This design comes from an exercise in tuning for small area, a short achievable clock period and few clock cycles on the open sky130 flow, not from production work.

11-05:
Design uhre_fxu, start of the top module:
module uhre_fxu (
    input  wire        clk,
    input  wire        rst,         
    input  wire        cmd_valid,
    input  wire [15:0] cmd_word,
    output wire        cmd_ready,
    output reg         done,
    input  wire        wr_en,
    input  wire [4:0]  wr_addr,
    input  wire [15:0] wr_data,
    input  wire [4:0]  rd_addr,
    output reg  [15:0] rd_data
);
Size: roughly 10,000 cells after synthesis, roughly 600 flip-flops, roughly 64 I/O pins, about 70,000 um^2 of cells after synthesis.
Settings: LEC_CHECK=0, ABC_AREA=1, CAP_MARGIN=20, CORE_MARGIN=2, CORE_UTILIZATION=42, PLACE_DENSITY=0.6, SLEW_MARGIN=20; clock period 14.0 ns.
standard.sh (not shown) runs the stock make flow with config.mk's settings and CLKGATE_MAP_FILE= SYNTH_SCRIPT=/design/flow/synth_recipe.tcl, a recipe that flattens the netlist after the stock synthesis.
==> flow/flow/run.sh <==
#!/bin/bash
set -euo pipefail
export SETUP_SLACK_MARGIN=6.6
export BUFFER_PORTS_ARGS="-buffer_cell sky130_fd_sc_hd__buf_4"
bash standard.sh > make.log 2>&1
Relative to 11-05, the following input files were edited for 07-15:
diff --git a/flow/design.v b/flow/design.v
--- a/flow/design.v
+++ b/flow/design.v
@@ -253,17 +253,18 @@
     wire [1:0] w_fn  = cmd_word[1:0];
     wire       w_legal = legal(cmd_word);
     wire       accept  = ~busy & cmd_valid;
     wire       acc_ok  = accept & w_legal;
     wire       hw      = ~busy & wr_en;           
     wire [2:0]  pa_idx = busy ? c_pidx : w_rs1;
     wire [15:0] pa     = rf[16*pa_idx +: 16];
-    wire [15:0] pb     = rf[16*w_rs2 +: 16];
-    wire [2:0]  pc_idx = w_rs1 + 3'd1;
-    wire [15:0] pc     = rf[16*pc_idx +: 16];         
+    wire        w_pc   = (w_op == OP_PROJ) || (w_op == OP_MTRANS);
+    wire [2:0]  pb_idx = w_pc ? w_rs1 + 3'd1 : w_rs2;
+    wire [15:0] pb     = rf[16*pb_idx +: 16];
+    wire [15:0] pc     = pb;
     wire [8:0]  q_lo  = quarter_lo(pa[5:0]);
     wire [8:0]  q_hi  = quarter_hi(pa[5:0]);
     wire [8:0]  s_mag = pa[6] ? q_hi : q_lo;
     wire [8:0]  c_mag = pa[6] ? q_lo : q_hi;
     wire        s_neg = pa[7];
     wire        c_neg = pa[7] ^ pa[6];
     wire [15:0] sin_v = s_neg ? 16'd0 - {7'd0, s_mag} : {7'd0, s_mag};
@@ -538,23 +539,26 @@
         zb <= ({34{n_zb_t1}}  & {{10{ee[16*10+15]}}, ee[16*10 +: 16], 8'd0}) |
               ({34{n_zb_acc}} & sum_b) | ({34{n_zb_c}} & {{2{cy[15]}}, cy, 16'd0}) |
               ({34{div_first}} & {d_3d, dst2[15:0]}) |
               ({34{div_iter}} & {d_d3, dst2[15:0]});
     end
     wire [15:0] ea = ee[16*ia +: 16];
     wire [15:0] eb = ee[16*ib +: 16];
+    wire [15:0] e0 = ee[16*0 +: 16];
+    wire [15:0] e3 = ee[16*3 +: 16];
     always @(posedge clk) begin
         if (~busy) begin
             case (w_op)
                 OP_FMUL:   begin xa <= pb;  ya <= benc(pa, 1'b0); end
                 OP_FDIV:   xb <= abs_pb;
                 OP_PROJ:   begin xa <= psx; xb <= psy; ya <= benc(pa, 1'b0); yb <= benc(pc, 1'b0); end
-                OP_MROT:   begin xa <= ea;  xb <= eb;
+                OP_MROT:   begin xa <= (w_fn == 2'd0) ? e3 : e0;  xb <= (w_fn == 2'd0) ? e3 : e0;
                                  ya <= benc(cos_v, 1'b0); yb <= benc({7'd0, s_mag}, sp_neg); end
-                default:   begin xa <= ea;  xb <= eb;  ya <= benc(pa, 1'b0); yb <= benc(pa, 1'b0); end
+                default:   begin xa <= (w_op == OP_MSCALE) ? e3 : e0;  xb <= (w_op == OP_MSCALE) ? e0 : e3;
+                                 ya <= benc(pa, 1'b0); yb <= benc(pa, 1'b0); end
             endcase
             v0 <= pa;
             pnn_a <= ~(psx[15] ^ pa[15]) | (psx == 16'd0) | (pa == 16'd0);
             pnn_b <= ~(psy[15] ^ pc[15]) | (psy == 16'd0) | (pc == 16'd0);
         end else begin
             xa <= ea;
             if (cls != CL_FDIV) xb <= eb;
==> comparison <==
- Across both runs, synthesis-to-layout area growth was higher for 07-15 than for 11-05.
- Across both runs, synthesized-area fraction occupied by adder cells was higher for 07-15 than for 11-05.
- Maximum clock rate is lower on 07-15
- Diff 11-05 -> 07-15: amount of wire on met3 after detailed routing rose about 7%; clock tree buffer count of the final layout rose 5.1%; met3 global-route usage rose 3.7 points.
- Slowest cell on the critical path: sky130_fd_sc_hd__a311oi_1 -> 11-05, sky130_fd_sc_hd__o211ai_1 -> 07-15
- Row routed wirelength normalized by instance count: 07-15 higher / 11-05 lower
- Between 07-15 and 11-05, the chip height is lower for 07-15.
- Path length in cells of the critical path, 07-15 and 11-05: smaller value in 07-15
- 11-05 → 07-15: highest cell delay on the worst timing path now larger.
No run of this note included a check of the RTL's function; only the layout flow was run.

==> re-timing with driven ports <==
In the flow no input, the clock included, has a driving cell. The finished layouts below were timed again as built, in two steps.
Step 1: set_driving_cell puts a clkbuf_16 on clk and a buf_2 on each other input, an assumption about the parent block.
Step 2 also shifts input and output timing later by t, the mid clock arrival at the registers, as if the neighbouring blocks saw the same clock.
Three values: ideal, step 1, step 2; two values: the first two.
run | shift t [ns] | setup WS [ns] | clock arrival spread, ns | worst data-port slew with drivers (ns) | cell pins on the clock port's net
11-05 | 0.801 | 6.475 / 6.272 / 5.923 | 0.053 / 0.053 | 0.27 | 1
07-15 | 0.814 | 6.288 / 5.931 / 5.776 | 0.089 / 0.089 | 0.40 | 1
After both steps setup and hold are still met in every run listed. The setup slack of 11-05, which loses most, moves by -0.203 ns with the drivers and by -0.552 ns with both steps.
